Source: an optimization exercise on an open RTL-to-GDS flow (aim: small area). Production flows keep margins and buffers that such runs may drop. Where RTL was checked, it was by simulation tests only, not by an equivalence proof against the original. The RTL of run 5 was laid out without a check of its function. Power figures rest on the tool's default switching activity, not on a simulated workload.

==> flow/design.v <==
module via_block (
    input  wire        clk,
    input  wire        rst,
    input  wire        cmd_valid,
    output wire        cmd_ready,
    input  wire [2:0]  cmd_op,       
    input  wire        cmd_unit,     
    input  wire        cmd_debug,    
    input  wire [3:0]  cmd_reg,
    input  wire [31:0] cmd_data,     
    input  wire        i2c_sda_in,   
    input  wire        ser_atn,
    input  wire        ser_clk,
    input  wire        ser_data,
    input  wire [3:0]  joy_data,     
    output reg         rsp_valid,
    output reg  [7:0]  rsp_rdata,
    output reg         rsp_i2c_step,
    output wire        irq1,
    output wire        irq2,
    output wire        pb7_1,
    output wire        pb7_2,
    output reg         i2c_sda_out,
    output reg         i2c_scl_out,
    output reg         joy_latch,
    output reg         joy_clk
);
    reg  [4:0] ph;
    reg        clr;           
    reg        run;
    reg  [5:0] pc;            
    wire       u    = cmd_unit;
    wire [3:0] r    = cmd_reg;
    wire [4:0] rel  = {ph[4] ^ u, ph[3:0]};
    wire       lo   = ~rel[4];
    wire       rend = &rel;
    wire op_rd = ~cmd_op[2] & ~cmd_op[1] & ~cmd_op[0];
    wire op_wr = ~cmd_op[1] & cmd_op[0];
    wire op_st = cmd_op[1] & ~cmd_op[0];
    wire op_pu = cmd_op[1] & cmd_op[0];
    wire op_rs = cmd_op[2];
    wire st      = run & op_st;
    wire p_cap   = st & (pc == 6'd25);
    wire p_arith = st & (pc[5:3] == 3'b011) & pc[1];
    wire p_t2y   = st & (pc == 6'd28);
    wire p_t2fin = st & (pc == 6'd29);
    wire p_t1fin = st & (pc == 6'd0);
    wire p_div   = st & pc[5];
    wire p_fin   = p_t2y | p_t2fin | p_t1fin;
    wire p_pulse = run & op_pu;
    wire p_wr    = run & op_wr;
    wire p_rs    = run & op_rs;
    wire p_rd    = run & op_rd;
    wire a_hi    = pc[0];       
    wire a_t1    = pc[2];       
    wire first   = (pc[4:0] == 5'd0);
    wire hw = r[0] | (r[3] & r[2] & r[1]);
    wire rd_done = p_rd & pc[0] & (rel == {1'b0, hw, 3'b111});
    wire nr_done = run & ~op_rd & rend & (pc == {5'd0, op_pu});
    assign cmd_ready = rd_done | nr_done;
    wire accept = cmd_valid & cmd_ready;
    reg [31:0] rA, rB, rC, rD, rT1, rT1L, rT2, rT2L, rPL, rPH;
    wire oA = rA[0], oB = rB[0], oC = rC[0], oD = rD[0];
    wire oT1 = rT1[0], oT1L = rT1L[0], oT2 = rT2[0], oT2L = rT2L[0];
    wire oPL = rPL[0], oPH = rPH[0];
    reg  iA, iB, iC, iD, iT1, iT1L, iT2, iT2L, iPL, iPH;
    reg [1:0] ifr6, ifr5, ier6, ier5, pb7r, t1neg, t2neg;
    wire [1:0] irq = (ifr6 & ier6) | (ifr5 & ier5);
    assign irq1  = irq[0];
    assign irq2  = irq[1];
    assign pb7_1 = pb7r[0];
    assign pb7_2 = pb7r[1];
    reg c1, c2, dly, b, fb, x16, und, acrbit;
    wire kbit = cmd_data[{a_hi, rel[3] & ~op_wr, rel[2:0]}];
    wire vbit = kbit;
    wire inc_t  = p_pulse ? (a_hi ? oPH : oPL)
                : a_hi ? (a_t1 ? t1neg[u] : t2neg[u])
                       : (a_t1 ? oT1 : oT2);
    wire inc_ci = (rel == 5'd0 && !a_hi) ? 1'b1 : c1;
    wire inc_s  = inc_t ^ inc_ci;
    wire inc_co = inc_t & inc_ci;
    wire sub_e  = (~a_t1 & acrbit) ? (a_hi ? oPH : oPL) : kbit;
    wire sub_ci = (rel == 5'd0 && !a_hi) ? 1'b0 : c2;
    wire sub_d  = sub_e ^ ~inc_s ^ sub_ci;
    wire sub_co = (sub_e & ~inc_s) | (sub_e & sub_ci) | (~inc_s & sub_ci);
    wire tl     = lo & oT1L;
    wire p_ci   = (rel == 5'd1) | (c1 & (rel != 5'd0));
    wire p_bit  = tl ^ p_ci;
    wire p_co   = tl & p_ci;
    wire sg     = ~first & fb;
    wire dv_a   = (rel == 5'd0) ? b : (~first & dly);
    wire dv_b   = sg ? p_bit : ~p_bit;
    wire dv_ci  = (rel == 5'd0) ? ~sg : c2;
    wire dv_s   = dv_a ^ dv_b ^ dv_ci;
    wire dv_co  = (dv_a & dv_b) | (dv_a & dv_ci) | (dv_b & dv_ci);
    wire f_src_t2 = p_t2fin & und;
    wire f_src_t1 = p_t1fin & und;
    wire f_inv    = ~f_src_t2;
    wire f_src    = f_src_t2 ? oT2 : f_src_t1 ? oT1 : oPL;
    wire f_a      = lo ? (f_src ^ f_inv) : (f_inv & ~x16);
    wire f_x      = p_t2y   ? oPH
                  : p_t2fin ? (~und | fb)
                  : ((und & ~fb) ? tl : 1'b1);
    wire f_cin    = p_t1fin & und & ~fb;
    wire f_ci     = (rel == 5'd0) ? f_cin : c2;
    wire f_s      = f_a ^ f_x ^ f_ci;
    wire f_co     = (f_a & f_x) | (f_a & f_ci) | (f_x & f_ci);
    wire wm    = p_wr & lo & (rel[3] == hw);
    wire w_A   = wm & ((r[3:1] == 3'd0) | (r == 4'd15));
    wire w_B   = wm & (r[3:1] == 3'd1);
    wire w_T1L = wm & (r[3:2] == 2'd1);
    wire w_T2L = wm & (r[3:1] == 3'd4);
    wire w_C   = wm & (r[3:1] == 3'd5);
    wire w_D   = wm & (r == 4'd12);
    wire w_ier = wm & (r == 4'd14) & (rel[2:0] < 3'd5);
    wire ld_T1 = p_wr & lo & (r == 4'd5);
    wire ld_T2 = p_wr & lo & (r == 4'd9);
    wire push  = p_wr & ~u & ((r[3:2] == 2'd0) | (r == 4'd15)) & (rel[4:2] == 3'b010);
    wire ora_n  = ((r == 4'd1) | (r == 4'd15)) ? vbit : oA;
    wire ddra_n = (r == 4'd3) ? vbit : oB;
    always @(*) begin
        iA = oA; iB = oB; iC = oC; iD = oD;
        iT1 = oT1; iT1L = oT1L; iT2 = oT2; iT2L = oT2L; iPL = oPL; iPH = oPH;
        if (w_A)   iA   = vbit;
        if (w_B)   iB   = vbit;
        if (w_T1L) iT1L = vbit;
        if (w_T2L) iT2L = vbit;
        if (w_C)   iC   = vbit;
        if (w_D)   iD   = vbit;
        if (w_ier) iD   = cmd_data[7] ? (oD | vbit) : (oD & ~vbit);
        if (ld_T1) begin
            iT1 = rel[3] ? vbit : oT1L;
            if (rel == 5'd14) iD = 1'b1;
        end
        if (ld_T2) begin
            iT2 = rel[3] ? vbit : oT2L;
            if (rel == 5'd13) iD = 1'b1;
        end
        if (p_pulse & lo) begin
            if (a_hi) iPH = inc_s; else iPL = inc_s;
        end
        if (p_arith & lo) begin
            if (a_hi) iPH = sub_d; else iPL = sub_d;
        end
        if (p_div & lo) iT1 = dv_s;
        if ((p_t2y | p_t2fin) & lo) iT2 = f_s;
        if (p_t2fin & (rel == 5'd13)) iD = oD & ~und;
        if (p_t1fin & lo) begin
            iT1 = f_s;
            iPL = 1'b0;
            iPH = 1'b0;
            if (rel == 5'd14) iD = oD & ~(und & ~oC);
        end
        if (p_rs) begin
            iA = 1'b0; iB = 1'b0; iD = 1'b0; iPL = 1'b0; iPH = 1'b0;
            if (rel[3]) iC = 1'b0;
        end
        if (clr) begin
            iA = 1'b0; iB = 1'b0; iC = 1'b0; iD = 1'b0;
            iT1 = 1'b0; iT1L = 1'b0; iT2 = 1'b0; iT2L = 1'b0; iPL = 1'b0; iPH = 1'b0;
        end
    end
    always @(posedge clk) begin
        rA   <= {iA,   rA[31:1]};
        rB   <= {iB,   rB[31:1]};
        rC   <= {iC,   rC[31:1]};
        rD   <= {iD,   rD[31:1]};
        rT1  <= {iT1,  rT1[31:1]};
        rT1L <= {iT1L, rT1L[31:1]};
        rT2  <= {iT2,  rT2[31:1]};
        rT2L <= {iT2L, rT2L[31:1]};
        rPL  <= {iPL,  rPL[31:1]};
        rPH  <= {iPH,  rPH[31:1]};
    end
    wire [4:0] bm = 5'd30 - pc[4:0];      
    always @(posedge clk) begin
        dly <= rel[4] ? x16 : oT1;
        if (lo && rel[3:0] == bm[3:0])
            b <= bm[4] ? iPH : iPL;
        if (lo | (p_div & (rel == 5'd16))) begin
            c1 <= p_div ? p_co : inc_co;
            c2 <= p_div ? dv_co : p_fin ? f_co : sub_co;
        end
        if (p_arith & a_hi & (rel == 5'd0))  x16 <= sub_d;
        if (p_div & (rel == 5'd16))          x16 <= dv_s;
        if (p_arith & a_hi & (rel == 5'd15)) und <= sub_co;
        if (p_t2y & (rel == 5'd15))          fb  <= f_co;
        if (p_div & (rel == 5'd17))          fb  <= dv_s;
        if ((p_cap & (rel == 5'd13)) | (p_rd & ~pc[0] & (rel == 5'd9)))
            acrbit <= oC;
    end
    wire [2:0] jb = rel[2:0];
    reg  pa_ext, pb_ext, sb;
    always @(*) begin
        case (jb)
            3'd0: pa_ext = i2c_sda_in;
            3'd1: pa_ext = i2c_scl_out;
            3'd4: pa_ext = joy_data[0];
            3'd5: pa_ext = joy_data[1];
            3'd6: pa_ext = joy_data[2];
            3'd7: pa_ext = joy_data[3];
            default: pa_ext = 1'b0;
        endcase
        case (jb)
            3'd5: pb_ext = ser_atn;
            3'd6: pb_ext = ser_clk;
            3'd7: pb_ext = ser_data;
            default: pb_ext = 1'b0;
        endcase
        case (r[3:1])
            3'd0: sb = oA;
            3'd1: sb = oB;
            3'd2: sb = oT1;
            3'd3: sb = oT1L;
            3'd4: sb = oT2;
            3'd5: sb = oC;
            3'd6: sb = r[0] ? ((jb == 3'd5) & ifr5[u] | (jb == 3'd6) & ifr6[u] | (jb == 3'd7) & irq[u])
                            : oD;
            default: sb = r[0] ? oA
                            : (jb == 3'd5) ? ier5[u] : (jb == 3'd6) ? ier6[u] : (jb == 3'd7) | oD;
        endcase
        if (!u && r == 4'd0)
            sb = ~acrbit & ((oA & oB) | (pb_ext & ~oB));
        if (!u && (r == 4'd1 || r == 4'd15))
            sb = (oA & oB) | (pa_ext & ~oB);
    end
    always @(posedge clk)
        rsp_rdata <= {sb, rsp_rdata[7:1]};
    wire acc_wr = accept & op_wr;
    wire acc_rd = accept & op_rd & ~cmd_debug;
    wire acc_rs = accept & op_rs;
    wire t2_und = p_t2fin & (rel == 5'd13) & und & oD;
    wire t1_und = p_t1fin & (rel == 5'd14) & und & oD;
    integer n;
    always @(posedge clk) begin
        ph  <= rst ? 5'd0 : ph + 5'd1;
        clr <= rst | (clr & ~&ph);
        if (rst) begin
            run <= 1'b0;
        end else if (!run) begin
            if (cmd_valid & ~clr & rend) begin
                run <= 1'b1;
                pc  <= op_st ? 6'd25 : 6'd0;
            end
        end else if (cmd_ready) begin
            run <= 1'b0;
        end else if (rend) begin
            pc <= (p_arith & (pc[4:0] == 5'd31) & ~und) ? 6'd0 : pc + 6'd1;
        end
        rsp_valid    <= ~rst & accept;
        rsp_i2c_step <= accept & ~u & ((r == 4'd1) | (r == 4'd15)) &
                        ((op_rd & ~cmd_debug) | op_wr);
        for (n = 0; n < 2; n = n + 1) begin
            if (rst) begin
                ifr6[n] <= 1'b0; ifr5[n] <= 1'b0; ier6[n] <= 1'b0; ier5[n] <= 1'b0;
                pb7r[n] <= 1'b0; t1neg[n] <= 1'b0; t2neg[n] <= 1'b0;
            end else if (acc_rs) begin
                ifr6[n] <= 1'b0; ifr5[n] <= 1'b0; ier6[n] <= 1'b0; ier5[n] <= 1'b0;
                pb7r[n] <= 1'b0;
            end else if (u == n) begin
                if (t2_und) ifr5[n] <= 1'b1;
                if (t1_und) begin
                    ifr6[n] <= 1'b1;
                    pb7r[n] <= oC ? (pb7r[n] ^ fb) : ~pb7r[n];
                end
                if (p_t2fin & (rel == 5'd16)) t2neg[n] <= f_s;
                if (p_t1fin & (rel == 5'd16)) t1neg[n] <= f_s;
                if (acc_rd & (r == 4'd4)) ifr6[n] <= 1'b0;
                if (acc_rd & (r == 4'd8)) ifr5[n] <= 1'b0;
                if (acc_wr) begin
                    case (r)
                        4'd5: begin ifr6[n] <= 1'b0; pb7r[n] <= 1'b0; t1neg[n] <= 1'b0; end
                        4'd7: ifr6[n] <= 1'b0;
                        4'd9: begin ifr5[n] <= 1'b0; t2neg[n] <= 1'b0; end
                        4'd13: begin
                            if (cmd_data[6]) ifr6[n] <= 1'b0;
                            if (cmd_data[5]) ifr5[n] <= 1'b0;
                        end
                        4'd14: begin
                            if (cmd_data[6]) ier6[n] <= cmd_data[7];
                            if (cmd_data[5]) ier5[n] <= cmd_data[7];
                        end
                        default: ;
                    endcase
                end
            end
        end
        if (rst) begin
            i2c_sda_out <= 1'b1;
            i2c_scl_out <= 1'b1;
            joy_latch   <= 1'b0;
            joy_clk     <= 1'b0;
        end else begin
            if (push & (rel[1:0] == 2'd0)) i2c_sda_out <= ~ddra_n | ora_n;
            if (push & (rel[1:0] == 2'd1)) i2c_scl_out <= ~ddra_n | ora_n;
            if (push & (rel[1:0] == 2'd2)) joy_latch   <= ora_n;
            if (push & (rel[1:0] == 2'd3)) joy_clk     <= ora_n;
            if (acc_wr & ~u & (r == 4'd12) & (cmd_data[7:6] == 2'b11))
                i2c_scl_out <= cmd_data[5];
        end
    end
endmodule
==> flow/run.sh <==
#!/bin/bash
# synth_recipe.tcl (not shown) runs the flow's synth.tcl, then flattens the netlist and writes it again
# the make line also repeats each setting of config.mk as NAME=value (left out here)
make -C /OpenROAD-flow-scripts/flow DESIGN_CONFIG=/design/flow/config.mk WORK_HOME=/design/flow/orfs CLKGATE_MAP_FILE= SYNTH_SCRIPT=/design/flow/synth_recipe.tcl finish
==> flow/config.mk <==
export PLATFORM = sky130hd
export DESIGN_NAME = via_block
export DESIGN_NICKNAME = via_block
export VERILOG_FILES = /design/flow/design.v
export SDC_FILE = /design/flow/constraint.sdc
export NUM_CORES = 4
export LEC_CHECK = 0
export CAP_MARGIN = 20
export CORE_MARGIN = 2
export CORE_UTILIZATION = 40
export CTS_BUF_LIST = sky130_fd_sc_hd__clkbuf_16
export CTS_CLUSTER_DIAMETER = 60
export CTS_CLUSTER_SIZE = 30
export PLACE_DENSITY = 0.6
export SLEW_MARGIN = 20
==> flow/constraint.sdc <==
create_clock -name core_clock -period 10.0 [get_ports {clk}]
set_input_delay 2.0000 -clock core_clock [delete_from_list [all_inputs] [get_ports {clk}]]
set_output_delay 2.0000 -clock core_clock [all_outputs]
set_load 0.01 [all_outputs]
==> results of run 1 <==
per-layer routing:
metal  vias up  track usage [%]
met5         -                0
met4         0             4.61
li1       3002                -
met1      2942             20.5
met2       156             21.1
met3        35             2.96
synthesized netlist by cell type, drive strengths merged (4+ instances only):
library cell / n
nor3: 28
nand2: 41
a31oi: 7
mux2i: 25
and2: 4
clkbuf: 16
a221oi: 4
and3: 14
mux2: 8
nand4: 8
nand2b: 8
xor2: 8
a211oi: 14
ha: 12
nand3: 25
buf: 16
a21oi: 35
dfxtp: 356
xnor2: 5
a22o: 8
o21ai: 28
a22oi: 4
inv: 16
nor2b: 13
edfxtp: 13
or3: 8
nor4: 5
nor2: 44
worst reg2reg max path, stage by stage (launching register included):
cell      delay (ps)
edfxtp_1         850
inv_1            320
ha_1             330
and3_1           250
nand2_1          110
mux2i_1          170
o21ai_0           90
a21oi_1          140
nor2_1            80
fa_1             720
nand3_1          120
nor2_1           210
a41oi_2           50
a21oi_1          250
a211oi_1         110
registers in the layout, indices dropped and copies added (netlist names), 2 cells and up:
signal / flops
ier5: 2
ier6: 2
ifr5: 2
ifr6: 2
pb7r: 2
pc: 6
ph: 5
rA: 32
rB: 32
rC: 32
rD: 32
rPH: 32
rPL: 32
rT1: 32
rT1L: 32
rT2: 32
rT2L: 32
rsp_rdata: 8
t1neg: 2
t2neg: 2
power breakdown:
part | internal [mW] | total (mW) | switching [mW]
Clock | 0.509 | 1.08 | 0.574
Combinational | 0.0491 | 0.108 | 0.0593
Sequential | 1.48 | 1.48 | 0.00387
through the flow:
step | utilization (%) | instance area [um^2] | power [mW] | cells
2_1_floorplan | - | 10500 | 1.58 | 825
3_3_place_gp | 44.4 | 11500 | 1.63 | 1204
3_5_place_dp | 44.4 | 11500 | 1.63 | 1204
4_1_cts | 47.9 | 12400 | 2.71 | 1246
5_1_grt | 47.9 | 12400 | 2.78 | 1246
6_report | 47.9 | 12400 | 2.68 | 1246
final timing paths:
kind | from | end | slack, ps | cells past startpoint
setup / recovery | cmd_unit | cmd_ready | 3540 | 6
hold / removal | rPL[15]$_DFF_P_ | rPL[14]$_DFF_P_ | 320 | 0
setup reg to reg | pc[0]$_DFFE_PP_ | t2neg[0]$_SDFFE_PP0P_ | 6070 | 14
hold reg to reg | rPL[15]$_DFF_P_ | rPL[14]$_DFF_P_ | 320 | 0
logic make-up (layout without fill, tap and decap cells):
logic type | Yosys count | after routing | synth area share (%)
buffers and inverters | 48 | 134 | 2.16
muxes | 35 | 35 | 3.67
adders and majority gates | 15 | 15 | 2.00
DFF | 369 | 369 | 71.6
and+or+nand+nor | 213 | 213 | 10.4
AOI/OAI and AO/OA | 132 | 132 | 8.77
xor gates and xnor gates | 13 | 13 | 1.41
area by class of cell:
class | count | area share, %
Clock inverter | 19 | 2.58
Multi-Input combinational cell | 408 | 22.3
Tap cell | 335 | 3.38
Clock buffer | 23 | 4.64
Inverter | 16 | 0.484
Timing Repair Buffer | 76 | 6.01
Sequential cell | 369 | 60.6
==> flow_summary.yaml, run 1 <==
synthesis:
  async_flop_share_pct: 0
  synth_cells: 825
  ys.flop_type: "dfxtp_1"
  syn_area_um2: 10500
  synth.avg_cell_area_um2: 12.7
  synth_area_leaders: "dfxtp_1, edfxtp_1, mux2i_1"
  yosysTopAreaCellShare_pct: 67.8
  synth_area_leader_cell: "dfxtp_1"
  synth.distinct_cells: 76
  synth_edf_count: 13
  yosysSeqAreaShare_pct: 71.6
  synth_nets: 892
  ys_ff_latch: 369
  ys_warn_count: 1
timing:
  setup_viol: 0
  slew_viol_final: 0
  hold_slack_ps: 323
  timing.final.crit_period_ps: 6460
  worst_slew_pin_slew_ps: 791
  fin_ws_ps: 3540
  fin_crit_sh_pct: 64.6
  relSlewSlack_pct: 47.1
  hold_viol: 0
  fin_tns_setup_ps: 0
  skew_ps: 30.1
  fmax_mhz: 155
  grt_setup_unrepaired: "false"
detailed_routing:
  route.detailed.drc: 0
  met2_length_um: 8360
  dr.pass1.iters: 4
  drt-initial-drc-count: 386
  top_layer: "met4"
  drt_wl_total_um: 19600
  vias: 6135
  wl_per_cell_um: 15.7
  wl_met3_um: 1000
  drt-met1-wl_um: 9630
  postRouteAntennaNets: 0
  avgViaCountPerCell: 4.92
critical_path:
  required_ps: 8000
  slowest_stage: "clkdlybuf4s50_1"
  worst-setup-path-type: "input port to output pin"
  max_stage_delay_ps: 600
  crit_buf_inv: 3
  start_kind: "input port"
  crit_family: "buffers and inverters"
  worstPathArrival_ps: 4460
  critPathCaptureType: "output pin"
  cp_max_fo: 24
  crit_path_frequent_cell: "clkdlybuf4s50_1"
  cp_cell_sequence: "clkdlybuf4s50_1 -> buf_4 -> xor2_2 -> nand4_1 -> o22ai_2 -> clkdlybuf4s50_1"
cells_and_area:
  area_delta_synth_final_pct: 18.0
  diodes: 0
  drive_gt1_share_pct: 8.12
  final_cell_mix: "dfxtp_1, clkdlybuf4s50_1, nor2_1"
  layout.nets: 961
  seq_area_um2: 7520
  final_common_cell: "dfxtp_1"
  multiInputGateArea_um2: 2760
  n_fill_cell: 2339
clock_network:
  htree_levels: 1
  ctsResizeCount: 0
  cts_max_path_buffers: 3
  clkLatencyLatePin_ps: 560
  cts_made_buffers: 23
  cts-root-buf: "clkbuf_16"
  cts_setup_buffers: 0
  hold_buffers: 0
  cts_tree: "yes"
  path_clk_slew_ps: 100
  cts_sinks: 369
grt:
  antenna_found_initial: 0
  grt_max_degree: 31
  first_global_vias: 5860
  grt_usage_pct: 14.1
  grt-ovfl-total: 0
  grt_pass1_wl_um: 31500
worst_hold_path:
  min_path_type: "flop to flop"
die:
  core_region_area_um2: 25900
  die_w_um: 166
  dieArea_um2: 27600
  num_rows: 59
  die_y_um: 166
  ios: 71
  initial_core_util_pct: 40.5
power:
  p_per_area_nw_per_um2: 216
  vdd_drop_max_mv: 0.200
  p_leak_nw: 4.70
placement:
  gp_congestion: 0.835
  port_buffers: 70
  pre_cts_slack_ps: 3560
  dp_hpwl_um: 13200
job:
  maxCapViolations: 0
run_status:
  status: "no timing/DRC/antenna violations"
==> run 2, diff against run 1 <==
==> flow/flow/run.sh (new file) <==
#!/bin/bash
# The standard layout (the standard.sh, unchanged synthesis, floorplan, power grid and
# routing) with two placement/CTS settings changed:
#  - the port buffers that global placement inserts are the smallest buffer, buf_1
#    (repair_design still resizes any of them that needs more drive);
#  - CTS without dummy loads, with larger sink clusters.
# Each tool's full output is in ORFS's own logs under orfs/logs; make's output is in
# flow_make.log.
set -euo pipefail
bash standard.sh \
  "BUFFER_PORTS_ARGS=-buffer_cell sky130_fd_sc_hd__buf_1" \
  "CTS_ARGS=-sink_clustering_enable -repair_clock_nets -dont_use_dummy_load -buf_list sky130_fd_sc_hd__clkbuf_8 -sink_clustering_size 20 -sink_clustering_max_diameter 50" \
  finish > flow_make.log 2>&1
==> flow/standard.sh (new file) <==
#!/bin/bash
# synth_recipe.tcl (not shown) runs the flow's synth.tcl, then flattens the netlist and writes it again
# the make line also repeats each setting of config.mk as NAME=value (left out here)
make -C /OpenROAD-flow-scripts/flow DESIGN_CONFIG=/design/flow/config.mk WORK_HOME=/design/flow/orfs CLKGATE_MAP_FILE= SYNTH_SCRIPT=/design/flow/synth_recipe.tcl "${@:-finish}"
--- a/flow/config.mk
+++ b/flow/config.mk
@@ -8,8 +8,5 @@
 export CAP_MARGIN = 20
 export CORE_MARGIN = 2
 export CORE_UTILIZATION = 40
-export CTS_BUF_LIST = sky130_fd_sc_hd__clkbuf_16
-export CTS_CLUSTER_DIAMETER = 60
-export CTS_CLUSTER_SIZE = 30
 export PLACE_DENSITY = 0.6
 export SLEW_MARGIN = 20
removed: flow/run.sh
==> flow_summary.yaml, run 2 <==
critical_path:
  critPathCaptureType: "output pin"
  slowest_stage: "xor2_2"
  cp_cell_sequence: "buf_1 -> buf_4 -> xor2_2 -> nand4_1 -> o22ai_2 -> buf_1"
  r2r_slack_ps: 6130
  start_kind: "input port"
  required_ps: 8000
  worst-setup-path-type: "input port to output pin"
  max_stage_delay_ps: 540
  worstPathArrival_ps: 3710
  crit_path_frequent_cell: "buf_1"
  cp_max_fo: 24
  crit_buf_inv: 3
  crit_family: "buffers and inverters"
clock_network:
  cts_sinks: 369
  clkLatencyLatePin_ps: 580
  cts-root-buf: "clkbuf_8"
  cts_setup_buffers: 0
  path_clk_slew_ps: 90
  cts_made_buffers: 28
  cts_max_path_buffers: 3
  cts_tree: "yes"
  hold_buffers: 0
  htree_levels: 1
  ctsResizeCount: 0
power:
  swShare_pct: 21.0
  p_leak_nw: 4.29
  intPower_mw: 1.76
  vdd_drop_max_mv: 0.136
  power.share.clock_pct: 29.4
  p_per_area_nw_per_um2: 195
  power_frac_comb_pct: 4.1
  pwr-share-seq_pct: 66.5
  p_switching_mw: 0.469
synthesis:
  synth.distinct_cells: 76
  syn_area_um2: 10500
  synth_area_leaders: "dfxtp_1, edfxtp_1, mux2i_1"
  ys_ff_latch: 369
  synth-simple-area-share_pct: 10.4
  synth_nets: 892
  synth_most_common_cell: "dfxtp_1"
  yosysTopAreaCellShare_pct: 67.8
  ys.flop_type: "dfxtp_1"
  synth-compound-area-share_pct: 8.77
  synth.avg_cell_area_um2: 12.7
  ys_warn_count: 1
  synth_area_leader_cell: "dfxtp_1"
  synth_adder_area_share_pct: 2.00
  synth_cells: 825
  synth_xor_area_share_pct: 1.41
  async_flop_share_pct: 0
  synthTopCellsByCount: "dfxtp_1, nor2_1, nand2_1"
  synthMuxAreaShare_pct: 3.67
  yosysSeqAreaShare_pct: 71.6
  synth_edf_count: 13
  synth_top_family_by_area: "simple AND/OR/NAND/NOR gates"
placement:
  dp_hpwl_um: 13100
  place_area_um2: 11100
  port_buffers: 70
  gp_congestion: 0.937
timing:
  hold_viol: 0
  setup_viol: 0
  worst_slew_pin_slew_ps: 880
  fmax_mhz: 175
  hold_slack_ps: 278
  skew_ps: 51.0
  slew_viol_final: 0
  relSlewSlack_pct: 41.3
  timing.final.crit_period_ps: 5710
  fin_tns_setup_ps: 0
  grt_setup_unrepaired: "false"
  fin_crit_sh_pct: 57.1
cells_and_area:
  layout.nets: 966
  diodes: 0
  final_cell_mix: "dfxtp_1, buf_1, nor2_1"
  area_delta_synth_final_pct: 9.02
  final_area_um2: 11500
  final_common_cell: "dfxtp_1"
  drive_gt1_share_pct: 6.80
grt:
  grt-ovfl-total: 0
  antenna_found_initial: 0
  grt_max_degree: 25
  grt_pass1_wl_um: 30900
  grt_usage_pct: 13.8
  first_global_vias: 5831
detailed_routing:
  avgViaCountPerCell: 4.94
  vias: 6089
  dr.pass1.iters: 5
  wl_per_cell_um: 15.7
  postRouteAntennaNets: 0
  drt-initial-drc-count: 408
  drt_wl_total_um: 19400
  route.detailed.drc: 0
worst_hold_path:
  min_path_type: "flop to flop"
job:
  maxCapViolations: 0
die:
  ios: 71
  core_region_area_um2: 25900
  initial_core_util_pct: 40.5
  die_y_um: 166
  die_w_um: 166
  num_rows: 59
  dieArea_um2: 27600
run_status:
  status: "no timing/DRC/antenna violations"
run 2: cell types whose count changed in the layout (fill, tap and decap cells not counted), moves of 3 or more:
cell and change:
clkbuf_16 -23, inv_16 -4, inv_8 -3, clkinv_16 -3
buf_1 +70, inv_6 -3, clkbuf_8 +28, clkdlybuf4s50_1 -70
run 2: kinds of logic (layout without fill, tap and decap cells):
kind of cell,count (synthesis),in the layout
flip-flops,369,369
AND/OR/NAND/NOR,213,213
AO/OA/AOI/OAI,132,132
buffers and inverters,48,120
multiplexers,35,35
adder cells (fa/ha/maj),15,15
XOR/XNOR,13,13
run 2: layout make-up:
class,instances,area [um^2]
fill,2397,14500
sequential,369,7520
tap,335,419
timing repair buffer,76,308
inverter,16,60.1
multi-input combinational,408,2760
clock buffer,28,385
run 2: power groups by stage:
stage / Sequential [mW] / Combinational [mW] / Clock, mW
floorplan: 1.52 / 0.0621 / 0
CTS: 1.49 / 0.0915 / 0.692
finish: 1.48 / 0.0925 / 0.655
global placement: 1.52 / 0.0910 / 0
detailed placement: 1.52 / 0.0911 / 0
global route: 1.49 / 0.100 / 0.741
run 2: worst register-to-register path, cell delays in order (launching register included):
cell and delay [ps]:
edfxtp_1 820, inv_1 310, ha_1 330, and3_1 230, nand2_1 110, mux2i_1 190, o21ai_0 90, a21oi_1 140
nor2_1 80, fa_1 610, nor4_1 480, nor3_1 80, a211oi_1 250
run 2: path summary, 6_finish.rpt:
check,from,end,depth (start not counted)
worst max-delay path,cmd_unit,cmd_ready,6
worst min-delay path,rT2[8]$_DFF_P_,rT2[7]$_DFF_P_,0
worst max register to register,pc[0]$_DFFE_PP_,t1neg[0]$_SDFFE_PP0P_,12
worst min register to register,rT2[8]$_DFF_P_,rT2[7]$_DFF_P_,0
run 2: metrics by stage:
| stage | util (%) | power, mW | worst slack (ps) | instances |
|---|---|---|---|---|
| floorplan | - | 1.58 | 5140 | 825 |
| global placement | 42.7 | 1.61 | 4340 | 1204 |
| detailed placement | 42.7 | 1.61 | 4330 | 1204 |
| CTS | 44.2 | 2.27 | 4320 | 1232 |
| global route | 44.2 | 2.33 | 4160 | 1232 |
| finish | 44.2 | 2.23 | 4290 | 1232 |
run 2: per-layer routing:
layer	global-route usage, %	up-vias	part of all wire (%)
met1	19.9	2856	49
met2	20.9	203	43
met4	4.46	0	2.8
met3	2.72	36	5.8
li1	-	2994	-
met5	0	-	0
==> run 3, diff against run 2 <==
==> flow/flow/run.sh (replaced) <==
#!/bin/bash
set -euo pipefail
export FLOW_WORK="$PWD"
export FLOW_ABC_SCRIPT="$PWD/flow/abc_area_deep.script"
bash standard.sh \
  "SYNTH_SCRIPT=$PWD/flow/synth_deep.tcl" \
  "BUFFER_PORTS_ARGS=-buffer_cell sky130_fd_sc_hd__buf_1" \
  "CTS_ARGS=-sink_clustering_enable -repair_clock_nets -dont_use_dummy_load -buf_list sky130_fd_sc_hd__clkbuf_8 -sink_clustering_size 20 -sink_clustering_max_diameter 50" \
  finish > flow_make.log 2>&1
==> flow/flow/abc_area_deep.script (new file) <==
strash
&get -n
&deepsyn -T 20
&put
dch -f
&get -n
&nf -R 1000
&put
topo
dnsize -c
==> flow/flow/synth_deep.tcl (new file) <==
# The standard synthesis script (synth_recipe.tcl, sourced unchanged), with only the ABC
# script of its technology-mapping call replaced by an area-oriented one (abc_area_deep.script).
# The flip-flops are mapped by dfflibmap before ABC runs, so the registers, their names and
# their cells are those of the standard synthesis.
proc abc {args} {
  set i [lsearch -exact $args -script]
  if {$i >= 0} { lset args [expr {$i + 1}] $::env(FLOW_ABC_SCRIPT) }
  yosys abc {*}$args
}
source $::env(FLOW_WORK)/synth_recipe.tcl
==> flow_summary.yaml, run 3 <==
synthesis:
  ys.flop_type: "dfxtp_1"
  yosysTopAreaCellShare_pct: 72.1
  synth_edf_count: 13
  yosysSeqAreaShare_pct: 76.0
  ys_ff_latch: 369
  synth_cells: 767
  synthTopCellsByCount: "dfxtp_1, nand2_1, nor2_1"
  synth_nets: 834
  ys_warn_count: 1
  async_flop_share_pct: 0
  syn_area_um2: 9890
  synth.distinct_cells: 51
  synth_most_common_cell: "dfxtp_1"
  synth_area_leader_cell: "dfxtp_1"
  synth_area_leaders: "dfxtp_1, edfxtp_1, nand2_1"
  synth.avg_cell_area_um2: 12.9
cells_and_area:
  final_common_cell: "dfxtp_1"
  diodes: 0
  n_fill_cell: 2245
  stdcell_count: 1189
  drive_gt1_share_pct: 3.35
  final_cell_mix: "dfxtp_1, buf_1, nand2_1"
  layout.nets: 934
  area_delta_synth_final_pct: 10.4
power:
  vdd_drop_max_mv: 0.121
  p_per_area_nw_per_um2: 200
  p_leak_nw: 4.07
timing:
  fin_tns_setup_ps: 0
  fmax_mhz: 175
  slew_viol_final: 0
  hold_viol: 0
  grt_setup_unrepaired: "false"
  worst_slew_pin_slew_ps: 1000
  skew_ps: 47.0
  relSlewSlack_pct: 32.3
  timing.final.crit_period_ps: 5710
  setup_viol: 0
  fin_crit_sh_pct: 57.1
die:
  die_w_um: 161
  initial_core_util_pct: 40.7
  dieArea_um2: 26000
  die_y_um: 161
  ios: 71
  num_rows: 57
  core_region_area_um2: 24300
detailed_routing:
  drt_wl_total_um: 18700
  wl_per_cell_um: 15.7
  vias: 5845
  postRouteAntennaNets: 0
  route.detailed.drc: 0
  avgViaCountPerCell: 4.92
  drt-initial-drc-count: 745
  dr.pass1.iters: 5
clock_network:
  cts_made_buffers: 24
  cts_sinks: 369
  cts_max_path_buffers: 3
  ctsResizeCount: 0
  cts_tree: "yes"
  hold_buffers: 0
  cts_setup_buffers: 0
  path_clk_slew_ps: 110
  cts-root-buf: "clkbuf_8"
  clkLatencyLatePin_ps: 560
  htree_levels: 1
grt:
  first_global_vias: 5418
  antenna_found_initial: 1
  grt_max_degree: 21
  grt-ovfl-total: 0
  grt_usage_pct: 14.4
  grt_pass1_wl_um: 29600
critical_path:
  worstPathArrival_ps: 3710
  start_kind: "input port"
  slowest_stage: "buf_4"
  cp_cell_sequence: "buf_1 -> buf_4 -> xnor2_1 -> buf_4 -> nor2_1 -> and4_1 -> o21a_1 -> o21bai_1 -> buf_1"
  cp_max_fo: 19
  worst-setup-path-type: "input port to output pin"
  r2r_slack_ps: 5230
  required_ps: 8000
  max_stage_delay_ps: 260
  critPathCaptureType: "output pin"
placement:
  dp_hpwl_um: 13100
  place_inst: 1165
  gp_congestion: 0.950
  port_buffers: 70
run_status:
  status: "no timing/DRC/antenna violations"
worst_hold_path:
  min_path_type: "flop to flop"
job:
  maxCapViolations: 0
-- run 3: changes by cell type after synthesis, sizes merged, moves of 6 or more --
cell	delta
a211oi	-9
a21oi	-8
a222oi	+9
and3	-6
buf	-16
clkbuf	-16
clkinv	+21
inv	-16
mux2i	-16
nand2	+27
or3	-7
-- run 3: through the flow --
stage	area [um^2]	util, %	hold WS (ps)	worst slack, ps	power (mW)
2_1_floorplan	9890	-	310	4560	1.57
3_3_place_gp	10600	43.5	311	4370	1.60
3_5_place_dp	10600	43.5	312	4320	1.60
4_1_cts	10900	44.9	277	4310	2.21
5_1_grt	10900	44.9	276	4140	2.28
6_report	10900	44.9	283	4290	2.18
-- run 3: worst paths after layout --
kind	end	start	cells after the start
max reg2reg	b$_DFFE_PP_	ph[0]$_SDFF_PP0_	13
max	cmd_ready	cmd_unit	9
min	rPL[27]$_DFF_P_	rPL[28]$_DFF_P_	0
min reg2reg	rPL[27]$_DFF_P_	rPL[28]$_DFF_P_	0
-- run 3: kinds of logic (layout without fill, tap and decap cells) --
| family | after synthesis | count (layout) | synth area share, % |
|---|---|---|---|
| AOI/OAI and AO/OA | 124 | 124 | 8.43 |
| adders and majority gates | 15 | 15 | 2.13 |
| DFF | 369 | 369 | 76.0 |
| buffers and inverters | 21 | 119 | 0.797 |
| and+or+nand+nor | 212 | 212 | 9.96 |
| xor gates and xnor gates | 11 | 11 | 0.974 |
| muxes | 15 | 15 | 1.71 |
-- run 3: final cells by class --
type                            count  area (um^2)  share of cell area (%)
Inverter                           21         78.8                   0.722
Sequential cell                   369         7520                    68.9
Tap cell                          324          405                    3.71
Timing Repair Buffer               74          293                    2.68
Clock buffer                       24          330                    3.03
Multi-Input combinational cell    377         2290                    21.0
-- run 3: critical path, delay by kind of cell --
family                    cells  cell delay, ps
AOI/OAI and AO/OA             2             390
xor gates and xnor gates      1             110
buffers and inverters         4             800
and+or+nand+nor               2             410
-- run 3: metal layers --
metal  vias up  wire, um  global-route usage (%)
met5         -        11                       0
met4         2       489                    4.10
met3        40      1750                    3.88
met2       248      7230                    19.7
met1      2711      9180                    22.1
li1       2844         -                       -
-- run 3: where the power goes --
| part | internal [mW] | total (mW) | switching [mW] |
|---|---|---|---|
| clock | 0.216 | 0.615 | 0.399 |
| sequential | 1.48 | 1.49 | 0.00603 |
| combinational | 0.0278 | 0.0803 | 0.0525 |
==> run 4, diff against run 3 <==
==> flow/flow/run.sh (replaced) <==
#!/bin/bash
set -euo pipefail
export FLOW_WORK="$PWD"
export FLOW_ABC_SCRIPT="$PWD/flow/abc_area_deep.script"
bash standard.sh \
  "SYNTH_SCRIPT=$PWD/flow/synth_deep.tcl" \
  "BUFFER_PORTS_ARGS=-buffer_cell sky130_fd_sc_hd__buf_1" \
  "CTS_ARGS=-sink_clustering_enable -repair_clock_nets -dont_use_dummy_load -buf_list sky130_fd_sc_hd__clkbuf_4 -sink_clustering_size 12 -sink_clustering_max_diameter 35" \
  finish > flow_make.log 2>&1
==> flow_summary.yaml, run 4 <==
die:
  die_y_um: 161
  dieArea_um2: 26000
  num_rows: 57
  die_w_um: 161
  initial_core_util_pct: 40.7
  ios: 71
  core_region_area_um2: 24300
worst_hold_path:
  min_path_type: "flop to flop"
  holdCritStartpoint: "rB[14]$_DFF_P_"
  whs_endpoint: "rB[13]$_DFF_P_"
  holdPathStages: 0
critical_path:
  r2r_slack_ps: 5230
  worstPathArrival_ps: 3690
  required_ps: 8000
  startpoint: "cmd_unit"
  ff2ff_path_depth: 13
  worst-setup-path-type: "input port to output pin"
  r2r-start: "ph[0]$_SDFF_PP0_"
  r2r-end: "b$_DFFE_PP_"
  critPathCaptureType: "output pin"
  cp_max_fo: 19
  start_kind: "input port"
detailed_routing:
  vias: 5955
  drt_wl_total_um: 18800
  drt-initial-drc-count: 827
  wl_per_cell_um: 15.6
  avgViaCountPerCell: 4.93
  route.detailed.drc: 0
  dr.pass1.iters: 8
  postRouteAntennaNets: 0
clock_network:
  path_clk_slew_ps: 110
  cts_sinks: 369
  hold_buffers: 0
  cts_max_path_buffers: 3
  ctsResizeCount: 0
  htree_levels: 2
  clkLatencyLatePin_ps: 640
  cts_tree: "yes"
  cts_made_buffers: 42
  cts-root-buf: "clkbuf_4"
  cts_setup_buffers: 0
timing:
  timing.final.crit_period_ps: 5690
  slew_viol_final: 0
  fin_tns_setup_ps: 0
  relSlewSlack_pct: 33.4
  skew_ps: 48.5
  worst_slew_pin_slew_ps: 986
  hold_viol: 0
  setup_viol: 0
  fin_crit_sh_pct: 56.9
  fmax_mhz: 176
  grt_setup_unrepaired: "false"
power:
  vdd_drop_max_mv: 0.123
  p_switching_mw: 0.462
  power_frac_comb_pct: 3.7
  intPower_mw: 1.70
  p_leak_nw: 4.09
  power.share.clock_pct: 27.6
  p_per_area_nw_per_um2: 199
  swShare_pct: 21.3
  pwr-share-seq_pct: 68.7
  power.total_mw: 2.17
grt:
  first_global_vias: 5620
  grt_max_degree: 20
  grt_usage_pct: 14.7
  grt-ovfl-total: 0
  antenna_found_initial: 2
  grt_pass1_wl_um: 30100
synthesis:
  syn_area_um2: 9890
  synth_nets: 834
  synth_cells: 767
  ys_ff_latch: 369
  synth.avg_cell_area_um2: 12.9
  synth_most_common_cell: "dfxtp_1"
  synth_area_leader_cell: "dfxtp_1"
  synthTopCellsByCount: "dfxtp_1, nand2_1, nor2_1"
  synth_edf_count: 13
  synth.distinct_cells: 51
  ys_warn_count: 1
  ys.flop_type: "dfxtp_1"
  async_flop_share_pct: 0
  synth_area_leaders: "dfxtp_1, edfxtp_1, nand2_1"
  yosysTopAreaCellShare_pct: 72.1
  yosysSeqAreaShare_pct: 76.0
placement:
  port_buffers: 70
  dp_hpwl_um: 13100
  place_area_um2: 10600
  gp_congestion: 0.950
cells_and_area:
  layout.nets: 952
  final_common_cell: "dfxtp_1"
  area_delta_synth_final_pct: 10.3
  final_area_um2: 10900
  final_cell_mix: "dfxtp_1, buf_1, nand2_1"
  drive_gt1_share_pct: 5.32
run_status:
  status: "no timing/DRC/antenna violations"
job:
  maxCapViolations: 0
==> run 4: power groups by stage <==
stage / clock network, mW / logic [mW] / registers [mW]
2_1_floorplan: 0 / 0.0432 / 1.52
5_1_grt: 0.696 / 0.0889 / 1.49
3_5_place_dp: 0 / 0.0783 / 1.52
4_1_cts: 0.633 / 0.0787 / 1.49
3_3_place_gp: 0 / 0.0776 / 1.52
6_report: 0.598 / 0.0802 / 1.49
==> run 4: metal layers <==
metal,global-route usage [%],wire length [um],up-vias
met5,0,12,-
met3,4.70,1970,44
met1,22.2,9100,2741
met4,4.99,383,2
li1,-,-,2897
met2,19.8,7330,271
==> run 4: worst max-delay path: stages <==
cell	delay, ps
buf_1	70
buf_4	260
xnor2_1	110
buf_4	210
nor2_1	180
and4_1	250
o21a_1	180
o21bai_1	200
buf_1	240
==> run 4: cells by family after synthesis <==
family | synth area share (%)
compound gates | 8.43
mux | 1.71
xor+xnor | 0.974
fa+ha+maj | 2.13
buf+inv | 0.797
simple gates | 9.96
flops | 76.0
==> run 4: stage by stage <==
| stage | cells | setup slack, ps | hold WS, ps | utilization, % |
|---|---|---|---|---|
| after floorplan | 767 | 4560 | 310 | - |
| final | 1208 | 4310 | 284 | 44.8 |
| after CTS | 1207 | 4310 | 286 | 44.8 |
| after global placement | 1165 | 4370 | 311 | 43.5 |
| after global routing | 1208 | 4140 | 288 | 44.8 |
| after detailed placement | 1165 | 4320 | 312 | 43.5 |
==> run 4: layout make-up <==
type / instances / area (um^2)
diodes: 1 / 2.50
clock buffers: 42 / 315
fillers: 2265 / 13400
inverters: 21 / 78.8
multi-input cells: 377 / 2290
flip-flops and latches: 369 / 7520
well taps: 324 / 405
repair buffers: 74 / 293
==> run 4: worst max-delay path by stage <==
stage | to | slack, ps | cells after the start
after floorplan | cmd_ready | 4560 | 5
after global placement | cmd_ready | 4370 | 9
after detailed placement | cmd_ready | 4320 | 9
after CTS | cmd_ready | 4310 | 9
after global routing | cmd_ready | 4140 | 9
final | cmd_ready | 4310 | 9
==> run 5, diff against run 4 <==
--- a/flow/design.v
+++ b/flow/design.v
@@ -70,7 +70,7 @@
     assign irq2  = irq[1];
     assign pb7_1 = pb7r[0];
     assign pb7_2 = pb7r[1];
-    reg c1, c2, dly, b, fb, x16, und, acrbit;
+    reg c1, c2, dly, b, fb, x16, und;    
     wire kbit = cmd_data[{a_hi, rel[3] & ~op_wr, rel[2:0]}];
     wire vbit = kbit;
     wire inc_t  = p_pulse ? (a_hi ? oPH : oPL)
@@ -79,7 +79,7 @@
     wire inc_ci = (rel == 5'd0 && !a_hi) ? 1'b1 : c1;
     wire inc_s  = inc_t ^ inc_ci;
     wire inc_co = inc_t & inc_ci;
-    wire sub_e  = (~a_t1 & acrbit) ? (a_hi ? oPH : oPL) : kbit;
+    wire sub_e  = (~a_t1 & und) ? (a_hi ? oPH : oPL) : kbit;
     wire sub_ci = (rel == 5'd0 && !a_hi) ? 1'b0 : c2;
     wire sub_d  = sub_e ^ ~inc_s ^ sub_ci;
     wire sub_co = (sub_e & ~inc_s) | (sub_e & sub_ci) | (~inc_s & sub_ci);
@@ -116,8 +116,8 @@
     wire ld_T1 = p_wr & lo & (r == 4'd5);
     wire ld_T2 = p_wr & lo & (r == 4'd9);
     wire push  = p_wr & ~u & ((r[3:2] == 2'd0) | (r == 4'd15)) & (rel[4:2] == 3'b010);
-    wire ora_n  = ((r == 4'd1) | (r == 4'd15)) ? vbit : oA;
-    wire ddra_n = (r == 4'd3) ? vbit : oB;
+    wire ora_n  = iA;
+    wire ddra_n = iB;
     always @(*) begin
         iA = oA; iB = oB; iC = oC; iD = oD;
         iT1 = oT1; iT1L = oT1L; iT2 = oT2; iT2L = oT2L; iPL = oPL; iPH = oPH;
@@ -184,28 +184,22 @@
         if (p_arith & a_hi & (rel == 5'd0))  x16 <= sub_d;
         if (p_div & (rel == 5'd16))          x16 <= dv_s;
         if (p_arith & a_hi & (rel == 5'd15)) und <= sub_co;
+        if ((p_cap & (rel == 5'd13)) | (p_rd & ~pc[0] & (rel == 5'd9)))
+            und <= oC;
         if (p_t2y & (rel == 5'd15))          fb  <= f_co;
         if (p_div & (rel == 5'd17))          fb  <= dv_s;
-        if ((p_cap & (rel == 5'd13)) | (p_rd & ~pc[0] & (rel == 5'd9)))
-            acrbit <= oC;
     end
     wire [2:0] jb = rel[2:0];
-    reg  pa_ext, pb_ext, sb;
+    reg  ext, sb;
     always @(*) begin
         case (jb)
-            3'd0: pa_ext = i2c_sda_in;
-            3'd1: pa_ext = i2c_scl_out;
-            3'd4: pa_ext = joy_data[0];
-            3'd5: pa_ext = joy_data[1];
-            3'd6: pa_ext = joy_data[2];
-            3'd7: pa_ext = joy_data[3];
-            default: pa_ext = 1'b0;
-        endcase
-        case (jb)
-            3'd5: pb_ext = ser_atn;
-            3'd6: pb_ext = ser_clk;
-            3'd7: pb_ext = ser_data;
-            default: pb_ext = 1'b0;
+            3'd0: ext = r[0] & i2c_sda_in;
+            3'd1: ext = r[0] & i2c_scl_out;
+            3'd4: ext = r[0] & joy_data[0];
+            3'd5: ext = r[0] ? joy_data[1] : ser_atn;
+            3'd6: ext = r[0] ? joy_data[2] : ser_clk;
+            3'd7: ext = r[0] ? joy_data[3] : ser_data;
+            default: ext = 1'b0;
         endcase
         case (r[3:1])
             3'd0: sb = oA;
@@ -219,10 +213,8 @@
             default: sb = r[0] ? oA
                             : (jb == 3'd5) ? ier5[u] : (jb == 3'd6) ? ier6[u] : (jb == 3'd7) | oD;
         endcase
-        if (!u && r == 4'd0)
-            sb = ~acrbit & ((oA & oB) | (pb_ext & ~oB));
-        if (!u && (r == 4'd1 || r == 4'd15))
-            sb = (oA & oB) | (pa_ext & ~oB);
+        if (!u && (r[3:1] == 3'd0 || r == 4'd15))
+            sb = (oB ? oA : ext) & ~(~r[0] & und);
     end
     always @(posedge clk)
         rsp_rdata <= {sb, rsp_rdata[7:1]};
==> flow/flow/run.sh (replaced) <==
#!/bin/bash
set -euo pipefail
export FLOW_WORK="$PWD"
export FLOW_ABC_SCRIPT="$PWD/flow/abc_area_deep.script"
bash standard.sh \
  "SYNTH_SCRIPT=$PWD/flow/synth_deep.tcl" \
  "BUFFER_PORTS_ARGS=-buffer_cell sky130_fd_sc_hd__buf_1" \
  "CTS_ARGS=-sink_clustering_enable -repair_clock_nets -dont_use_dummy_load -buf_list sky130_fd_sc_hd__clkbuf_8 -sink_clustering_size 20 -sink_clustering_max_diameter 50" \
  finish > flow_make.log 2>&1
==> flow_summary.yaml, run 5 <==
placement:
  dp_hpwl_um: 12300
  place_area_um2: 10600
  port_buffers: 70
  gp_congestion: 0.882
synthesis:
  synth_nets: 829
  async_flop_share_pct: 0
  yosysTopAreaCellShare_pct: 72.2
  synth_edf_count: 12
  syn_area_um2: 9870
  yosysSeqAreaShare_pct: 75.9
  ys_ff_latch: 368
  ys_warn_count: 1
  synth_most_common_cell: "dfxtp_1"
  synth.avg_cell_area_um2: 13.0
  ys.flop_type: "dfxtp_1"
  synth.distinct_cells: 50
  synth_area_leaders: "dfxtp_1, edfxtp_1, nand2_1"
  synth_area_leader_cell: "dfxtp_1"
  synthTopCellsByCount: "dfxtp_1, nand2_1, nor2_1"
  synth_cells: 762
grt:
  grt_max_degree: 21
  first_global_vias: 5462
  grt_pass1_wl_um: 28700
  antenna_found_initial: 0
  grt_usage_pct: 13.7
  grt-ovfl-total: 0
timing:
  slew_viol_final: 0
  worst_slew_pin_slew_ps: 834
  fin_crit_sh_pct: 55.7
  skew_ps: 44.8
  fmax_mhz: 179
  setup_viol: 0
  fin_tns_setup_ps: 0
  grt_setup_unrepaired: "false"
  hold_viol: 0
  relSlewSlack_pct: 44.4
  timing.final.crit_period_ps: 5570
cells_and_area:
  diodes: 0
  area_delta_synth_final_pct: 10.8
  layout.nets: 932
  final_common_cell: "dfxtp_1"
  drive_gt1_share_pct: 3.71
  final_cell_mix: "dfxtp_1, buf_1, nand2_1"
  final_area_um2: 10900
  final_util_pct: 45.1
detailed_routing:
  avgViaCountPerCell: 4.85
  wl_per_cell_um: 14.9
  dr.pass1.iters: 5
  wl_met3_um: 1030
  route.detailed.drc: 0
  drt-met1-wl_um: 8730
  vias: 5755
  drt_wl_total_um: 17700
  drt-initial-drc-count: 507
  met2_length_um: 7390
  postRouteAntennaNets: 0
  top_layer: "met4"
critical_path:
  crit_buf_inv: 2
  worst-setup-path-type: "input port to output pin"
  max_stage_delay_ps: 520
  r2r-end: "b$_DFFE_PP_"
  start_kind: "input port"
  required_ps: 8000
  cp_cell_sequence: "buf_1 -> a31oi_1 -> xnor2_1 -> o32ai_1 -> buf_1"
  crit_path_frequent_cell: "buf_1"
  cp_max_fo: 12
  r2r_slack_ps: 5870
  critPathCaptureType: "output pin"
  ff2ff_path_depth: 12
  r2r-start: "ph[0]$_SDFF_PP0_"
  worstPathArrival_ps: 3570
  slowest_stage: "o32ai_1"
  crit_family: "buffers and inverters"
power:
  p_per_area_nw_per_um2: 201
  vdd_drop_max_mv: 0.124
  p_leak_nw: 4.11
  power.total_mw: 2.20
clock_network:
  ctsResizeCount: 0
  cts_setup_buffers: 0
  cts_sinks: 368
  cts_made_buffers: 27
  clkLatencyLatePin_ps: 550
  cts_max_path_buffers: 3
  cts-root-buf: "clkbuf_8"
  path_clk_slew_ps: 110
  cts_tree: "yes"
  htree_levels: 1
  hold_buffers: 0
die:
  dieArea_um2: 26000
  die_w_um: 161
  ios: 71
  num_rows: 57
  initial_core_util_pct: 40.7
  die_y_um: 161
  core_region_area_um2: 24200
run_status:
  status: "no timing/DRC/antenna violations"
worst_hold_path:
  min_path_type: "flop to flop"
  whs_endpoint: "rC[18]$_DFF_P_"
  holdCritStartpoint: "rC[19]$_DFF_P_"
  holdPathStages: 0
job:
  maxCapViolations: 0
==> run 5: cell count changes after synthesis, sizes merged, moves of 5 or more <==
cell / previous run / this run
nand2: 68 / 55
o21ai: 32 / 41
nor3: 27 / 19
a31oi: 2 / 8
and3: 8 / 14
a222oi: 11 / 6
clkinv: 21 / 16
o311ai: 5 / 0
==> run 5: area by class of cell <==
class	instances	area [um^2]
Fill cell	2250	13300
Sequential cell	368	7490
Clock buffer	27	372
Timing Repair Buffer	74	293
Multi-Input combinational cell	378	2320
Inverter	16	60.1
Tap cell	324	405
==> run 5: worst max path at each step <==
stage	end	cells after the start	from	slack, ps
6_report	cmd_ready	5	cmd_reg[0]	4430
5_1_grt	cmd_ready	5	cmd_reg[0]	4350
4_1_cts	cmd_ready	5	cmd_reg[0]	4490
3_5_place_dp	cmd_ready	5	cmd_reg[0]	4500
3_3_place_gp	cmd_ready	5	cmd_reg[0]	4530
2_1_floorplan	cmd_ready	3	cmd_unit	4620
==> run 5: routing by layer <==
| layer | vias up | GRT usage, % |
|---|---|---|
| li1 | 2842 | - |
| met1 | 2720 | 19.7 |
| met2 | 150 | 20.3 |
| met3 | 43 | 3.11 |
| met4 | 0 | 5.19 |
| met5 | - | 0 |
==> run 5: cells by family after synthesis <==
logic type	Yosys count	synth area share, %
AOI/OAI and AO/OA	131	8.68
DFF	368	75.9
and+or+nand+nor	206	10.1
xor gates and xnor gates	11	0.976
muxes	15	1.69
adders and majority gates	15	2.13
buffers and inverters	16	0.608
==> run 5: stage by stage <==
stage | cells | setup slack, ps | hold WS [ps]
floorplan | 762 | 4620 | 310
global placement | 1160 | 4530 | 310
detailed placement | 1160 | 4500 | 312
CTS | 1187 | 4490 | 281
global route | 1187 | 4350 | 278
finish | 1187 | 4430 | 278
==> run 5: where the power goes <==
part	leakage (nW)	internal (mW)	switching, mW	total [mW]
combinational	0.925	0.0275	0.0485	0.0759
sequential	2.99	1.48	0.00411	1.48
clock	0.194	0.241	0.400	0.642
==> run 6, diff against run 5 <==
--- a/flow/design.v
+++ b/flow/design.v
@@ -29,16 +29,16 @@
     reg        clr;           
     reg        run;
     reg  [5:0] pc;            
-    wire       u    = cmd_unit;
-    wire [3:0] r    = cmd_reg;
-    wire [4:0] rel  = {ph[4] ^ u, ph[3:0]};
-    wire       lo   = ~rel[4];
-    wire       rend = &rel;
     wire op_rd = ~cmd_op[2] & ~cmd_op[1] & ~cmd_op[0];
     wire op_wr = ~cmd_op[1] & cmd_op[0];
     wire op_st = cmd_op[1] & ~cmd_op[0];
     wire op_pu = cmd_op[1] & cmd_op[0];
     wire op_rs = cmd_op[2];
+    wire       u    = cmd_unit & ~op_rs;    
+    wire [3:0] r    = cmd_reg;
+    wire [4:0] rel  = {ph[4] ^ u, ph[3:0]};
+    wire       lo   = ~rel[4];
+    wire       rend = &rel;
     wire st      = run & op_st;
     wire p_cap   = st & (pc == 6'd25);
     wire p_arith = st & (pc[5:3] == 3'b011) & pc[1];
==> flow/flow/abc_area_deep.script (replaced) <==
strash
&get -n
&deepsyn -J 200 -T 0
&put
dch -f
&get -n
&nf -R 1000
&put
topo
dnsize -c
==> flow_summary.yaml, run 6 <==
run_status:
  status: "no timing/DRC/antenna violations"
timing:
  fin_crit_sh_pct: 63.7
  slew_viol_final: 0
  timing.final.crit_period_ps: 6370
  fin_tns_setup_ps: 0
  relSlewSlack_pct: 39.4
  skew_ps: 85.4
  hold_viol: 0
  worst_slew_pin_slew_ps: 908
  fmax_mhz: 157
  grt_setup_unrepaired: "false"
  setup_viol: 0
synthesis:
  synth_area_leaders: "dfxtp_1, edfxtp_1, nand2_1"
  ys_ff_latch: 368
  ys.flop_type: "dfxtp_1"
  synth_edf_count: 12
  synth_area_leader_cell: "dfxtp_1"
  synth.distinct_cells: 52
  yosysSeqAreaShare_pct: 76.2
  synth_cells: 764
  yosysTopAreaCellShare_pct: 72.5
  syn_area_um2: 9830
  synth_most_common_cell: "dfxtp_1"
  synth_nets: 831
  synthTopCellsByCount: "dfxtp_1, nand2_1, nor2_1"
  async_flop_share_pct: 0
  ys_warn_count: 1
  synth.avg_cell_area_um2: 12.9
critical_path:
  r2r-end: "b$_DFFE_PP_"
  r2r_slack_ps: 5570
  worstPathArrival_ps: 4370
  start_kind: "input port"
  cp_max_fo: 12
  required_ps: 8000
  worst-setup-path-type: "input port to output pin"
  critPathCaptureType: "output pin"
  r2r-start: "ph[0]$_SDFF_PP0_"
  ff2ff_path_depth: 14
power:
  vdd_drop_max_mv: 0.109
  pwr-share-seq_pct: 67.5
  p_switching_mw: 0.464
  power.total_mw: 2.20
  intPower_mw: 1.73
  power.share.clock_pct: 28.5
  power_frac_comb_pct: 4.0
  p_leak_nw: 4.06
  p_per_area_nw_per_um2: 202
  swShare_pct: 21.1
cells_and_area:
  stdcell_count: 1188
  area_delta_synth_final_pct: 10.7
  drive_gt1_share_pct: 3.59
  diodes: 0
  layout.nets: 933
  final_cell_mix: "dfxtp_1, buf_1, nand2_1"
  final_common_cell: "dfxtp_1"
die:
  die_y_um: 161
  ios: 71
  initial_core_util_pct: 40.5
  die_w_um: 161
  dieArea_um2: 25800
  core_region_area_um2: 24200
  num_rows: 57
grt:
  grt_usage_pct: 14.3
  grt_pass1_wl_um: 29500
  antenna_found_initial: 0
  first_global_vias: 5409
  grt_max_degree: 24
  grt-ovfl-total: 0
clock_network:
  path_clk_slew_ps: 100
  cts_sinks: 368
  cts_tree: "yes"
  cts-root-buf: "clkbuf_8"
  hold_buffers: 0
  cts_max_path_buffers: 3
  clkLatencyLatePin_ps: 580
  ctsResizeCount: 0
  cts_made_buffers: 25
  cts_setup_buffers: 0
  htree_levels: 1
worst_hold_path:
  whs_endpoint: "rD[24]$_DFF_P_"
  min_path_type: "flop to flop"
  holdPathStages: 0
  holdCritStartpoint: "rD[25]$_DFF_P_"
detailed_routing:
  wl_per_cell_um: 15.6
  postRouteAntennaNets: 0
  drt-initial-drc-count: 564
  route.detailed.drc: 0
  dr.pass1.iters: 5
  vias: 5807
  drt_wl_total_um: 18600
  avgViaCountPerCell: 4.89
placement:
  port_buffers: 70
  dp_hpwl_um: 13000
  place_inst: 1163
  gp_congestion: 0.917
job:
  maxCapViolations: 0
[run 6: per-layer routing]
metal  up-vias  wire length, um  global-route usage, %
met5         -                0                      0
li1       2835                -                      -
met1      2713             9390                   22.9
met3        35             1660                   3.41
met4         0              468                   3.61
met2       224             7040                   19.2
[run 6: metrics by stage]
stage	util [%]	cell area, um^2	hold WS (ps)	setup slack (ps)
finish	44.9	10900	282	3630
global route	44.9	10900	287	3490
CTS	44.9	10900	281	3690
detailed placement	43.4	10500	312	3710
global placement	43.4	10500	310	3740
floorplan	-	9830	310	4470
[run 6: worst max path at each step]
| stage | start | to | cells after the start | slack [ps] |
|---|---|---|---|---|
| after floorplan | cmd_op[2] | cmd_ready | 4 | 4470 |
| after global placement | cmd_op[2] | cmd_ready | 7 | 3740 |
| after detailed placement | cmd_op[2] | cmd_ready | 7 | 3710 |
| after CTS | cmd_op[2] | cmd_ready | 7 | 3690 |
| after global routing | cmd_op[2] | cmd_ready | 7 | 3490 |
| final | cmd_op[2] | cmd_ready | 7 | 3630 |
[run 6: power groups by stage]
stage          clock network (mW)  logic [mW]  registers [mW]
4_1_cts                     0.654      0.0877            1.48
5_1_grt                     0.701      0.0975            1.48
2_1_floorplan                   0      0.0481            1.52
3_3_place_gp                    0      0.0874            1.52
3_5_place_dp                    0      0.0873            1.52
6_report                    0.626      0.0888            1.48
[run 6: logic make-up (layout without fill, tap and decap cells)]
| group | count (synthesis) | after routing | synth area share (%) |
|---|---|---|---|
| simple gates | 198 | 198 | 9.22 |
| fa+ha+maj | 15 | 15 | 2.14 |
| mux | 11 | 11 | 1.29 |
| flops | 368 | 368 | 76.2 |
| compound gates | 140 | 140 | 9.33 |
| xor+xnor | 12 | 12 | 1.07 |
| buf+inv | 20 | 120 | 0.764 |
[run 6: cell type report]
cell class / count / area (um^2)
inverters: 20 / 75.1
well taps: 324 / 405
clock buffers: 25 / 344
multi-input cells: 376 / 2260
fillers: 2266 / 13400
repair buffers: 75 / 300
flip-flops and latches: 368 / 7490
[run 6: critical path: stages]
cell and delay (ps):
buf_1 390, nand2b_1 480, xnor2_1 110, buf_4 200, or3_1 390, o32ai_1 550
buf_1 250
==> run 7, diff against run 6 <==
--- a/flow/config.mk
+++ b/flow/config.mk
@@ -8,5 +8,7 @@
 export CAP_MARGIN = 20
 export CORE_MARGIN = 2
 export CORE_UTILIZATION = 40
+export GPL_ROUTABILITY_DRIVEN = 0
+export GPL_TIMING_DRIVEN = 0
 export PLACE_DENSITY = 0.6
 export SLEW_MARGIN = 20
==> flow_summary.yaml, run 7 <==
run_status:
  status: "no timing/DRC/antenna violations"
critical_path:
  worstPathArrival_ps: 4840
  r2r_slack_ps: 5550
  r2r-start: "ph[0]$_SDFF_PP0_"
  max_stage_delay_ps: 790
  slowest_stage: "o32ai_1"
  r2r-end: "b$_DFFE_PP_"
  crit_path_frequent_cell: "buf_1"
  critPathCaptureType: "output pin"
  worst-setup-path-type: "input port to output pin"
  required_ps: 8000
  cp_max_fo: 12
  start_kind: "input port"
  ff2ff_path_depth: 14
  cp_cell_sequence: "buf_1 -> nand2b_1 -> xnor2_1 -> or3_1 -> o32ai_1 -> buf_1"
timing:
  slew_viol_final: 0
  worst_slew_pin_slew_ps: 1100
  relSlewSlack_pct: 26.4
  fmax_mhz: 146
  skew_ps: 41.7
  setup_viol: 0
  grt_setup_unrepaired: "false"
  hold_viol: 0
  fin_tns_setup_ps: 0
  fin_crit_sh_pct: 68.4
  timing.final.crit_period_ps: 6840
  hold_slack_ps: 287
clock_network:
  cts_tree: "yes"
  cts-root-buf: "clkbuf_8"
  cts_setup_buffers: 0
  clkLatencyLatePin_ps: 560
  cts_max_path_buffers: 3
  cts_sinks: 368
  cts_made_buffers: 24
  htree_levels: 1
  ctsResizeCount: 0
  hold_buffers: 0
  path_clk_slew_ps: 110
worst_hold_path:
  holdCritStartpoint: "rT1[17]$_DFF_P_"
  holdPathStages: 0
  whs_endpoint: "rT1[16]$_DFF_P_"
  min_path_type: "flop to flop"
cells_and_area:
  n_fill_cell: 2288
  layout.nets: 927
  final_cell_mix: "dfxtp_1, buf_1, nand2_1"
  final_common_cell: "dfxtp_1"
  multiInputGateArea_um2: 2270
  diodes: 0
  drive_gt1_share_pct: 3.03
  area_delta_synth_final_pct: 10.2
  seq_area_um2: 7490
  stdcell_count: 1182
detailed_routing:
  top_layer: "met4"
  met2_length_um: 6870
  wl_met3_um: 1550
  drt_wl_total_um: 18200
  dr.pass1.iters: 5
  avgViaCountPerCell: 4.91
  postRouteAntennaNets: 0
  route.detailed.drc: 0
  drt-met1-wl_um: 9360
  drt-initial-drc-count: 541
  vias: 5804
  wl_per_cell_um: 15.4
synthesis:
  synth_cells: 764
  synth_nets: 831
  synth.avg_cell_area_um2: 12.9
  yosysTopAreaCellShare_pct: 72.5
  synthTopCellsByCount: "dfxtp_1, nand2_1, nor2_1"
  synth_area_leader_cell: "dfxtp_1"
  synth_edf_count: 12
  yosysSeqAreaShare_pct: 76.2
  synth_most_common_cell: "dfxtp_1"
  ys.flop_type: "dfxtp_1"
  ys_ff_latch: 368
  async_flop_share_pct: 0
  syn_area_um2: 9830
  synth_area_leaders: "dfxtp_1, edfxtp_1, nand2_1"
  synth.distinct_cells: 52
  ys_warn_count: 1
die:
  die_w_um: 161
  num_rows: 57
  dieArea_um2: 25800
  core_region_area_um2: 24200
  ios: 71
  initial_core_util_pct: 40.5
  die_y_um: 161
placement:
  dp_hpwl_um: 12500
  port_buffers: 70
  place_inst: 1158
grt:
  grt_max_degree: 24
  grt_pass1_wl_um: 28900
  grt-ovfl-total: 0
  antenna_found_initial: 0
  grt_usage_pct: 14.0
  first_global_vias: 5399
power:
  p_per_area_nw_per_um2: 202
  vdd_drop_max_mv: 0.122
  p_leak_nw: 4.03
job:
  maxCapViolations: 0
[run 7: cell types whose count changed in the layout (fill, tap and decap cells not counted)]
cell and change:
buf_4 -5, clkbuf_8 -1, xnor2_1 -1, xnor2_2 +1
[run 7: through the flow]
| stage | area [um^2] | utilization [%] | setup slack [ps] | power (mW) |
|---|---|---|---|---|
| finish | 10800 | 44.7 | 3160 | 2.18 |
| global route | 10800 | 44.7 | 3080 | 2.28 |
| CTS | 10800 | 44.7 | 3260 | 2.21 |
| detailed placement | 10500 | 43.3 | 3280 | 1.60 |
| global placement | 10500 | 43.3 | 3300 | 1.60 |
| floorplan | 9830 | - | 4470 | 1.57 |
[run 7: routing by layer]
| metal | vias up | GRT usage (%) |
|---|---|---|
| met5 | - | 0 |
| met4 | 0 | 3.53 |
| li1 | 2826 | - |
| met3 | 34 | 3.07 |
| met1 | 2714 | 22.9 |
| met2 | 230 | 18.4 |
[run 7: area by class of cell]
cell class,instances,share of cell area [%]
flip-flops and latches,368,69.1
multi-input cells,376,21.0
well taps,324,3.74
clock buffers,24,3.05
repair buffers,70,2.43
inverters,20,0.693
[run 7: critical path, delay by kind of cell]
kind | cells | cell delay, ps
AND/OR/NAND/NOR | 2 | 990
AO/OA/AOI/OAI | 1 | 790
buffers and inverters | 2 | 600
XOR/XNOR | 1 | 440
[run 7: logic make-up after synthesis]
kind of cell,count (synthesis),share of synthesized area (%)
AOI/OAI and AO/OA,140,9.33
and+or+nand+nor,198,9.22
buffers and inverters,20,0.764
adders and majority gates,15,2.14
xor gates and xnor gates,12,1.07
DFF,368,76.2
muxes,11,1.29
[run 7: worst max path at each step]
stage                   start        end  depth (start not counted)
finish              cmd_op[2]  cmd_ready                          6
global route        cmd_op[2]  cmd_ready                          6
CTS                 cmd_op[2]  cmd_ready                          6
detailed placement  cmd_op[2]  cmd_ready                          6
global placement    cmd_op[2]  cmd_ready                          6
floorplan           cmd_op[2]  cmd_ready                          4
[run 7: power by group]
group | switching (mW) | internal [mW] | total (mW)
logic | 0.0551 | 0.0296 | 0.0847
clock network | 0.399 | 0.216 | 0.616
registers | 0.00572 | 1.48 | 1.48

-- port drivers added, routing unchanged --
No port has a modelled driver above. Below, the same layouts with a new extraction and two added sets of constraints. Step 1 sets driving cells, clkbuf_16 on the clock port and buf_2 on the other inputs (assumed; they add their load-dependent delay and slew). Step 2 adds t to the input delays and takes it off the output delays; t is the mean of the earliest and latest rising clock arrival at the registers after step 1. Input paths then give back, and output paths get back, about the clock's delay inside the block. a / b / c = ideal / step 1 / step 2; a / b = the first two.
| run | t, ns | slack for setup (ns) | latest minus earliest clock arrival (ns) | worst slew at a driven data input, ns | pins driven straight from the clock port |
|---|---|---|---|---|---|
| run 1 | 0.587 | 3.539 / 3.516 / 3.516 | 0.037 / 0.037 | 0.05 | 1 |
| run 2 | 0.583 | 4.288 / 4.265 / 4.265 | 0.089 / 0.089 | 0.05 | 1 |
| run 3 | 0.579 | 4.290 / 4.230 / 4.230 | 0.047 / 0.047 | 0.07 | 1 |
| run 4 | 0.663 | 4.308 / 4.274 / 4.274 | 0.053 / 0.052 | 0.07 | 1 |
| run 5 | 0.569 | 4.427 / 4.395 / 4.395 | 0.052 / 0.052 | 0.04 | 1 |
| run 6 | 0.575 | 3.626 / 3.598 / 3.598 | 0.087 / 0.087 | 0.06 | 1 |
| run 7 | 0.581 | 3.158 / 3.105 / 3.105 | 0.043 / 0.043 | 0.07 | 1 |
After both steps every run listed still meets setup and hold. For run 3, which loses most, drivers alone change the setup slack by -0.060 ns; drivers and shift together by -0.060 ns.
